This is an optimization exercise on Yosys and OpenROAD, whose aim is a short achievable clock period, few clock cycles and low power, not a production implementation. Function was checked by simulation only, so behaviour that the tests miss may differ from the original. Power and IR drop assume default switching activity.

==> flow/design.v <==
module rast1 (
    input             clk,
    input             rst,
    input             host_valid,
    input             host_we,
    input      [2:0]  host_addr,       
    input      [31:0] host_wdata,
    output reg        host_ready,
    output reg [31:0] host_rdata,
    output reg        mem_valid,
    output reg        mem_we,
    output     [31:0] mem_addr,
    output reg [7:0]  mem_wdata,
    input             mem_ready,
    input      [7:0]  mem_rdata,
    input             mem_err
);
    localparam S_IDLE  = 2'd0;
    localparam S_SETUP = 2'd1;
    localparam S_RUN   = 2'd2;
    localparam P_BM  = 3'd0;
    localparam P_T1R = 3'd1;
    localparam P_T1W = 3'd2;
    localparam P_T2R = 3'd3;
    localparam P_T2W = 3'd4;
    reg [31:0] fb_base, bm_base, arg0, arg1, cmd;
    reg        st_ill, st_err;
    reg [1:0]  state;
    reg [31:0] fp;              
    reg [31:0] bp;              
    reg        bsel;            
    reg [6:0]  j0;              
    reg [6:0]  hj;              
    reg [2:0]  lo_b;            
    reg [2:0]  hi_b;            
    reg [8:0]  rows_left;
    reg [6:0]  bcnt;            
    reg        first;           
    reg        t1, t2;          
    reg [2:0]  phase;
    reg [3:0]  p;               
    reg [31:0] sreg;            
    reg [23:0] fbq;             
    assign mem_addr = bsel ? bp : fp;
    wire [3:0] w_op    = host_wdata[3:0];
    wire [1:0] w_wsel  = host_wdata[5:4];
    wire       w_legal = (host_wdata[31:8] == 24'd0) &&
                         ((w_op <= 4'd4 && host_wdata[7:4] == 4'd0) ||
                          (w_op == 4'd5 && w_wsel != 2'd3) ||
                          (w_op == 4'd6 && w_wsel != 2'd3 && host_wdata[7:6] == 2'd0));
    wire [1:0] wsel  = cmd[5:4];
    wire       blit  = cmd[2] & (cmd[0] | cmd[1]);         
    wire       andn  = cmd[2] & ~cmd[0];                   
    wire       span_clr = cmd[2] & ~cmd[1] & ~cmd[0];      
    wire [1:0] nm1   = (wsel == 2'd0) ? 2'd0 : (wsel == 2'd1) ? 2'd1 : 2'd3;   
    wire signed [17:0] x  = {{2{arg0[15]}}, arg0[15:0]};
    wire signed [17:0] x2 = {{2{arg0[31]}}, arg0[31:16]};
    wire signed [17:0] y  = {{2{arg1[15]}}, arg1[15:0]};
    wire signed [17:0] h  = {{2{arg1[31]}}, arg1[31:16]};
    wire x_on = !x[17] && (x < 18'sd640);
    wire y_on = !y[17] && (y < 18'sd400);
    wire               hl_sw  = (x2 < x);
    wire signed [17:0] hl_lo0 = hl_sw ? x2 : x;
    wire signed [17:0] hl_hi0 = hl_sw ? x : x2;
    wire               hl_ok  = y_on && !hl_hi0[17] && (hl_lo0 < 18'sd640);
    wire [9:0]         hl_lo  = hl_lo0[17] ? 10'd0 : hl_lo0[9:0];
    wire [9:0]         hl_hi  = (hl_hi0 > 18'sd639) ? 10'd639 : hl_hi0[9:0];
    wire               rc_ok  = x_on && y_on && (x2 > 18'sd0) && (h > 18'sd0);
    wire signed [17:0] rc_xe  = x + x2 - 18'sd1;
    wire [9:0]         rc_hi  = (rc_xe > 18'sd639) ? 10'd639 : rc_xe[9:0];
    wire signed [17:0] yh1    = y + h - 18'sd1;
    wire signed [17:0] rl_a   = y[17] ? yh1 : (h - 18'sd1);
    wire signed [17:0] rl_b   = y[17] ? 18'sd399 : (18'sd399 - y);
    wire [8:0]         rl     = (rl_a < rl_b) ? rl_a[8:0] : rl_b[8:0];
    wire               bl_yok = (h > 18'sd0) && (y < 18'sd400) && !yh1[17];
    wire               bl_xok = (w_wsel == 2'd0) ? (x > -18'sd8) :
                                (w_wsel == 2'd1) ? (x > -18'sd16) : (x > -18'sd32);
    wire               bl_ok  = bl_yok && bl_xok && (x < 18'sd640);
    wire               bl_in  = (w_wsel == 2'd0) ? (x < 18'sd632) :
                                (w_wsel == 2'd1) ? (x < 18'sd624) : (x < 18'sd608);
    wire [4:0]         bl_m   = {(w_wsel[1] ? x[4] : 1'b0), (w_wsel != 2'd0 ? x[3] : 1'b0), x[2:0]};
    wire [6:0]         bl_j0  = x[17] ? 7'd0 :
                                {x[9:5], (w_wsel[1] ? 1'b0 : x[4]), (w_wsel != 2'd0 ? 1'b0 : x[3])};
    wire [7:0] mk_lo = first ? (8'hFF >> lo_b) : 8'hFF;
    wire [7:0] mk_hi = (bcnt == 7'd0) ? (8'hFF << (3'd7 - hi_b)) : 8'hFF;
    wire [7:0] sp_mk = mk_lo & mk_hi;
    wire [3:0] pm1    = p - 4'd1;
    wire       vcur   = !p[3]   && (p[2:0]   <= {1'b0, nm1});
    wire       vprev  = !pm1[3] && (pm1[2:0] <= {1'b0, nm1});
    wire [7:0] scur   = vcur  ? sreg[8'd31 - {p[1:0],   3'd0} -: 8] : 8'd0;
    wire [7:0] sprev  = vprev ? sreg[8'd31 - {pm1[1:0], 3'd0} -: 8] : 8'd0;
    wire [15:0] sfun  = {sprev, scur} >> lo_b;
    wire [7:0] mr     = 8'hFF >> lo_b;
    wire [7:0] s_bl   = sfun[7:0];
    wire [7:0] f_bl   = (vcur ? mr : 8'd0) | (vprev ? ~mr : 8'd0);
    wire [7:0] fbb = (wsel == 2'd0) ? mem_rdata : (wsel == 2'd1) ? fbq[7:0] : fbq[23:16];
    wire [7:0] s_b = blit ? s_bl : (mem_we ? 8'hFF : sp_mk);
    reg  [7:0] merged;
    always @(*) begin
        if (andn)
            merged = fbb & ~s_b;
        else case ({cmd[6], cmd[7]})
            2'b00: merged = fbb | s_b;
            2'b01: merged = fbb ^ s_b;
            2'b10: merged = (fbb & ~f_bl) | s_b;
            default: merged = (fbb & ~f_bl) | (s_b ^ f_bl);
        endcase
    end
    wire [8:0]  r0     = arg1[15] ? 9'd0 : arg1[8:0];
    wire [14:0] r80    = {r0, 6'd0} + {2'd0, r0, 4'd0};
    wire [6:0]  sp_inc = 7'd80 - hj;                           
    wire [1:0]  ntg    = {1'b0, t1} + {1'b0, t2};
    wire [3:0]  tot    = (ntg == 2'd2) ? ({2'd0, nm1} + 4'd1) << 1 : ({2'd0, nm1} + 4'd1);
    wire [6:0]  bl_inc = 7'd81 - {3'd0, tot};                  
    reg  [31:0] fp_a, fp_b;
    always @(*) begin
        fp_a = fp;
        fp_b = 32'd1;
        if (state == S_IDLE) begin
            fp_a = fb_base;
            fp_b = {17'd0, r80};
        end else if (state == S_SETUP) begin
            fp_b = {25'd0, j0};
        end else if (blit) begin
            if ((phase == P_T1R || phase == P_T2R) && bcnt[1:0] == nm1)
                fp_b = -{30'd0, nm1};
            else if ((phase == P_T1W || phase == P_T2W) && bcnt[1:0] == nm1 &&
                     !(phase == P_T1W && t2))
                fp_b = {25'd0, bl_inc};
        end else begin
            if (bcnt == 7'd0)
                fp_b = {25'd0, sp_inc};
        end
    end
    wire [31:0] fp_sum = fp_a + fp_b;
    wire [16:0] skip   = arg1[15] ? (17'd0 - {1'b1, arg1[15:0]}) : 17'd0;
    wire [31:0] bp_sum = (state == S_SETUP) ? bm_base + (bp << wsel) : bp + 32'd1;
    wire xfer = mem_valid && mem_ready;
    wire [3:0] p_init = t1 ? (4'd0 - {2'd0, hi_b[1:0]}) : ({2'd0, nm1} + 4'd1 - {2'd0, hi_b[1:0]});
    always @(posedge clk) begin
        if (rst) begin
            fb_base    <= 32'd0;
            bm_base    <= 32'd0;
            arg0       <= 32'd0;
            arg1       <= 32'd0;
            cmd        <= 32'd0;
            st_ill     <= 1'b0;
            st_err     <= 1'b0;
            state      <= S_IDLE;
            host_ready <= 1'b0;
            mem_valid  <= 1'b0;
        end else begin
            host_ready <= 1'b0;
            case (state)
            S_IDLE: begin
                fp <= fp_sum;
                bp <= {15'd0, skip};
                if (host_valid && !host_ready) begin
                    case (host_addr)
                        3'd0: host_rdata <= fb_base;
                        3'd1: host_rdata <= bm_base;
                        3'd2: host_rdata <= arg0;
                        3'd3: host_rdata <= arg1;
                        3'd4: host_rdata <= cmd;
                        3'd5: host_rdata <= {26'd0, st_err, st_ill, 3'd0, st_err | st_ill};
                        3'd6: host_rdata <= {16'd400, 16'd640};
                        default: host_rdata <= 32'd0;
                    endcase
                    if (host_we && host_addr == 3'd4) begin
                        cmd    <= host_wdata;
                        st_ill <= !w_legal;
                        st_err <= 1'b0;
                        host_ready <= 1'b1;
                        case (w_op)
                            4'd1: begin
                                j0 <= x[9:3];  lo_b <= x[2:0];
                                hj <= x[9:3];  hi_b <= x[2:0];
                                rows_left <= 9'd0;
                                if (w_legal && x_on && y_on) begin
                                    host_ready <= 1'b0;
                                    state <= S_SETUP;
                                end
                            end
                            4'd2: begin
                                j0 <= hl_lo[9:3];  lo_b <= hl_lo[2:0];
                                hj <= hl_hi[9:3];  hi_b <= hl_hi[2:0];
                                rows_left <= 9'd0;
                                if (w_legal && hl_ok) begin
                                    host_ready <= 1'b0;
                                    state <= S_SETUP;
                                end
                            end
                            4'd3, 4'd4: begin
                                j0 <= x[9:3];      lo_b <= x[2:0];
                                hj <= rc_hi[9:3];  hi_b <= rc_hi[2:0];
                                rows_left <= rl;
                                if (w_legal && rc_ok) begin
                                    host_ready <= 1'b0;
                                    state <= S_SETUP;
                                end
                            end
                            4'd5, 4'd6: begin
                                j0   <= bl_j0;
                                lo_b <= x[2:0];
                                hi_b <= {1'b0, bl_m[4:3]};
                                t1   <= !x[17];
                                t2   <= (bl_m != 5'd0) && bl_in;
                                rows_left <= rl;
                                if (w_legal && bl_ok) begin
                                    host_ready <= 1'b0;
                                    state <= S_SETUP;
                                end
                            end
                            default: ;
                        endcase
                    end else begin
                        if (host_we) begin
                            case (host_addr)
                                3'd0: fb_base <= host_wdata;
                                3'd1: bm_base <= host_wdata;
                                3'd2: arg0    <= host_wdata;
                                3'd3: arg1    <= host_wdata;
                                default: ;
                            endcase
                        end
                        host_ready <= 1'b1;
                    end
                end
            end
            S_SETUP: begin
                fp        <= fp_sum;
                bp        <= bp_sum;
                mem_valid <= 1'b1;
                state     <= S_RUN;
                if (blit) begin
                    bcnt  <= 7'd0;
                    phase <= P_BM;
                    bsel  <= 1'b1;
                    mem_we <= 1'b0;
                    p     <= p_init;
                end else begin
                    bcnt  <= hj - j0;
                    hj    <= hj - j0;
                    first <= 1'b1;
                    bsel  <= 1'b0;
                    mem_we <= (lo_b == 3'd0) && (hj != j0 || hi_b == 3'd7);
                    mem_wdata <= span_clr ? 8'h00 : 8'hFF;
                end
            end
            default: begin     
                if (xfer) begin
                    if (mem_err) begin
                        mem_valid  <= 1'b0;
                        st_err     <= 1'b1;
                        host_ready <= 1'b1;
                        state      <= S_IDLE;
                    end else if (!blit) begin
                        mem_wdata <= merged;
                        if (!mem_we) begin
                            mem_we <= 1'b1;
                        end else if (bcnt != 7'd0) begin
                            fp     <= fp_sum;
                            bcnt   <= bcnt - 7'd1;
                            first  <= 1'b0;
                            mem_we <= !(bcnt == 7'd1 && hi_b != 3'd7);
                        end else if (rows_left != 9'd0) begin
                            fp        <= fp_sum;
                            bcnt      <= hj;
                            first     <= 1'b1;
                            rows_left <= rows_left - 9'd1;
                            mem_we    <= (lo_b == 3'd0) && (hj != 7'd0 || hi_b == 3'd7);
                        end else begin
                            mem_valid  <= 1'b0;
                            host_ready <= 1'b1;
                            state      <= S_IDLE;
                        end
                    end else begin
                        if (phase != P_BM)
                            fbq <= {fbq[15:0], mem_rdata};
                        case (phase)
                        P_BM: begin
                            case (bcnt[1:0])
                                2'd0: sreg[31:24] <= mem_rdata;
                                2'd1: sreg[23:16] <= mem_rdata;
                                2'd2: sreg[15:8]  <= mem_rdata;
                                default: sreg[7:0] <= mem_rdata;
                            endcase
                            bp <= bp_sum;
                            if (bcnt[1:0] == nm1) begin
                                bcnt  <= 7'd0;
                                phase <= t1 ? P_T1R : P_T2R;
                                bsel  <= 1'b0;
                            end else begin
                                bcnt  <= bcnt + 7'd1;
                            end
                        end
                        P_T1R, P_T2R: begin
                            fp <= fp_sum;
                            if (bcnt[1:0] == nm1) begin
                                bcnt      <= 7'd0;
                                phase     <= phase + 3'd1;
                                mem_we    <= 1'b1;
                                mem_wdata <= merged;
                                p         <= p + 4'd1;
                            end else begin
                                bcnt  <= bcnt + 7'd1;
                            end
                        end
                        default: begin    
                            if (bcnt[1:0] != nm1) begin
                                fp        <= fp_sum;
                                bcnt      <= bcnt + 7'd1;
                                mem_wdata <= merged;
                                p         <= p + 4'd1;
                            end else begin
                                bcnt <= 7'd0;
                                if (phase == P_T1W && t2) begin
                                    fp     <= fp_sum;
                                    phase  <= P_T2R;
                                    mem_we <= 1'b0;
                                end else if (rows_left != 9'd0) begin
                                    fp        <= fp_sum;
                                    rows_left <= rows_left - 9'd1;
                                    phase     <= P_BM;
                                    bsel      <= 1'b1;
                                    mem_we    <= 1'b0;
                                    p         <= p_init;
                                end else begin
                                    mem_valid  <= 1'b0;
                                    host_ready <= 1'b1;
                                    state      <= S_IDLE;
                                end
                            end
                        end
                        endcase
                    end
                end
            end
            endcase
        end
    end
endmodule
==> flow/run.sh <==
#!/bin/bash
# synth_recipe.tcl (not shown) runs the flow's synth.tcl, then flattens the netlist and writes it again
# the make line also repeats each setting of config.mk as NAME=value (left out here)
make -C /OpenROAD-flow-scripts/flow DESIGN_CONFIG=/design/flow/config.mk WORK_HOME=/design/flow/orfs CLKGATE_MAP_FILE= SYNTH_SCRIPT=/design/flow/synth_recipe.tcl finish
==> flow/config.mk <==
export PLATFORM = sky130hd
export DESIGN_NAME = rast1
export DESIGN_NICKNAME = rast1
export VERILOG_FILES = /design/flow/design.v
export SDC_FILE = /design/flow/constraint.sdc
export NUM_CORES = 4
export LEC_CHECK = 0
export CAP_MARGIN = 20
export CORE_MARGIN = 2
export CORE_UTILIZATION = 40
export PLACE_DENSITY = 0.6
export SLEW_MARGIN = 20
==> flow/constraint.sdc <==
create_clock -name core_clock -period 10.0 [get_ports {clk}]
set_input_delay 2.0000 -clock core_clock [delete_from_list [all_inputs] [get_ports {clk}]]
set_output_delay 2.0000 -clock core_clock [all_outputs]
set_load 0.01 [all_outputs]
==> impl_metrics.env <==
export IMPL_outcome="complete, no violations"
export IMPL_holdCritStartpoint="fbq[10]"
export IMPL_hold_path_class="flop to flop"
export IMPL_clock_fmax_mhz=155
export IMPL_critPathKind="flop to flop"
export IMPL_yosysMostFrequentCell="nand2_1"
export IMPL_antenna_left=0
export IMPL_clk_pin_slew_ps=60
export IMPL_whs_ps=419
export IMPL_yosys_area_top_type="edfxtp_1"
export IMPL_dpl_worst_slack_ps=3670
export IMPL_finalSetupTns_ps=0
export IMPL_synthCells=3336
export IMPL_period_minus_slack_ps=6440
export IMPL_initialDrtViolationCount=2615
export IMPL_cts_root_buf="clkbuf_16"
export IMPL_coreArea_sq_mm=0.0701
export IMPL_syn_nets=3609
export IMPL_hold_viol_final=0
export IMPL_path_max_fanout=43
export IMPL_reg2reg_to="fp[31]"
export IMPL_grt_first_pass_wirelength_um=148000
export IMPL_grt_max_degree=74
export IMPL_synthFlopType="edfxtp_1"
export IMPL_dieHeight_um=270
export IMPL_ys_async_sr_fraction=0
export IMPL_num_rows=97
export IMPL_seq_area_frac_synth=0.337
export IMPL_netlist_area_sq_mm=0.0284
export IMPL_fin_util=0.455
export IMPL_antenna_cells=0
export IMPL_clock_latency_ps=630
export IMPL_period_share=0.644
export IMPL_final_net_count=3638
export IMPL_ys_types=81
export IMPL_skew_ps=54.6
export IMPL_peakVddDrop_mv=0.128
export IMPL_initial_core_util=0.405
export IMPL_synthMuxAreaShare=0.0895
export IMPL_placed_area_sq_mm=0.0305
export IMPL_synthAdderAreaFrac=0.101
export IMPL_drc=0
export IMPL_firstDrtPassIters=6
export IMPL_synth_compound_area_share=0.193
export IMPL_wl_um=98000
export IMPL_cp_end_kind="flop"
export IMPL_holdPathStages=0
export IMPL_syn_avg_cell_area_sq_um=8.51
export IMPL_worstMarginPinSlew_ps=996
export IMPL_antenna_found_initial=1
export IMPL_multiInputGateArea_sq_mm=0.0173
export IMPL_synth_seq_cells=374
export IMPL_post_cts_setup_buffer_count=0
export IMPL_synth_edf_count=208
export IMPL_max_cap_violations=0
export IMPL_startpoint_type="flop"
export IMPL_yosysWarnings=1
export IMPL_wl_per_cell_um=22.6
export IMPL_min_to="fbq[18]"
export IMPL_grt_usage=0.262
export IMPL_numPortBuffers=123
export IMPL_p_leak_nw=12.2
export IMPL_synthSimpleGateAreaFrac=0.170
export IMPL_yosys_area_share_xor_xnor=0.0533
export IMPL_num_vias=25300
export IMPL_drive_gt1_frac=0.0777
export IMPL_power_density_mw_per_mm2=118
export IMPL_seqCellArea_sq_mm=0.00957
export IMPL_r2r_start="arg1[15]"
export IMPL_cts_tree="built"
export IMPL_gp_congestion=0.951
export IMPL_place_hpwl_um=73400
export IMPL_die_x_um=270
export IMPL_post_cts_resized=0
export IMPL_postCtsHoldBufs=0
export IMPL_r2r_slack_ps=3560
export IMPL_ff2ff_path_depth=26
export IMPL_cts_buffers=46
export IMPL_viasPerCell=5.84
export IMPL_setup_slack_ps=3560
export IMPL_first_global_vias=23700
export IMPL_die_area_sq_mm=0.0732
export IMPL_fill_cells=7052
export IMPL_slew_violations=0
export IMPL_io_pins=124
export IMPL_synthTopCellsByCount="nand2_1, a21oi_1, inv_1"
export IMPL_max_slew_margin=0.331
export IMPL_grt_ovfl_total=0
export IMPL_finalInstanceArea_sq_mm=0.0319
export IMPL_cts_htree_levels=2
export IMPL_cp_arrival_ps=6780
export IMPL_clockBufferDepth=3
export IMPL_synth_top_family_by_area="compound AO/OA/AOI/OAI gates"
export IMPL_crit_required_ps=10340
export IMPL_setup_violations=0
export IMPL_synth_top_area_frac=0.220
export IMPL_rsz0062_at_grt="no"
export IMPL_synth_area_top_cells="edfxtp_1, dfxtp_1, ha_1"
export IMPL_cts_sink_count=374
export IMPL_synthToLayoutAreaGrowth_pct=12.4
how the worst max path moves through the flow:
stage                         from      to  slack [ps]  depth (start not counted)
after detailed placement  arg1[15]  fp[31]        3670                         26
after floorplan                rst   j0[0]        4110                          3
after global routing      arg1[15]  fp[31]        3140                         26
after global placement    arg1[15]  fp[31]        3810                         26
after CTS                 arg1[15]  fp[31]        3650                         26
final                     arg1[15]  fp[31]        3560                         26
layout by cell type, fill, tap and decap left out, types with 107 or more instances in the layout:
master             n
o21ai_0          204
clkdlybuf4s50_1  120
xnor2_1          107
nor2_1           182
nand2_1          600
a21oi_1          311
dfxtp_1          163
edfxtp_1         208
ha_1             217
inv_1            243
worst max-delay path, stage by stage, from the launching register on:
cell and delay (ps):
dfxtp_1 300, buf_4 400, inv_1 550, nand2_1 340
inv_1 70, ha_1 210, fa_1 400, a21o_1 190
a21o_1 190, a21oi_1 160, nor2_1 60, nor2_1 160
nor2b_1 70, o21ai_0 200, xnor2_1 140, o31ai_1 100
ha_1 390, nand4_1 210, nor2_1 140, nand4_1 150
a31oi_1 470, o221ai_1 290, o2111ai_1 260, o211ai_1 190
xnor2_1 220, mux2i_1 190, o21ai_0 90
power by group:
part           internal, mW  leakage (nW)  switching, mW
registers              1.64          3.33         0.0349
logic                 0.180          8.15          0.268
clock network         0.937         0.710          0.718
total                  2.76          12.2           1.02
logic make-up (layout without fill, tap and decap cells):
group / after synthesis / in the layout
simple gates: 1098 / 1098
compound gates: 880 / 880
buf+inv: 425 / 487
flops: 374 / 374
fa+ha+maj: 224 / 224
xor+xnor: 173 / 173
mux: 162 / 162
metrics by stage:
step / instances / power (mW)
detailed placement: 4257 / 2.15
finish: 4338 / 3.78
global route: 4338 / 3.90
CTS: 4338 / 3.80
global placement: 4257 / 2.15
floorplan: 3336 / 1.99
flip-flops by register name, indices dropped and copies added (netlist names), 8 cells and up:
register and count:
arg0 32, cmd 32, sreg 32, fbq 24, bp 32, fp 32
mem_wdata 8, bm_base 32, fb_base 32, rows_left 9, arg1 32, host_rdata 32
area by class of cell:
type,count,share of cell area
Clock buffer,67,0.0408
Clock inverter,14,0.00490
Inverter,245,0.0288
Multi-Input combinational cell,2537,0.542
Sequential cell,374,0.300
Tap cell,940,0.0368
Timing Repair Buffer,161,0.0471
metal layers:
layer	vias up	global-route usage	routed length, um
met5	-	0	0
met4	0	0.154	6250
met3	179	0.0348	6650
met2	956	0.411	43900
met1	12200	0.346	41100
li1	12000	-	-
Testbench counts, summed over its fixed seeds: cycles 175,694.

==> static timing again, ports no longer ideal <==
How much do the figures lean on ideal ports? The routed layout below was timed once more, with nothing changed but the port constraints. Step 1 sets driving cells, clkbuf_16 on the clock port and buf_2 on the other inputs (assumed; they add their load-dependent delay and slew). Step 2 also shifts input and output timing later by t, the mid clock arrival at the registers, as if the neighbouring blocks saw the same clock. a / b / c = ideal ports / drivers / drivers and shift; a / b = the first two.
shift t [ns]: 0.664
setup slack, ns: 3.562 / 3.562 / 3.562
hold slack, ns: 0.419 / 0.419 / 0.419
worst setup path at the end: register to register
latest minus earliest clock arrival (ns): 0.056 / 0.056
After both steps setup and hold are still met in this run. For this run, drivers alone change the setup slack by 0.000 ns; drivers and shift together by 0.000 ns.
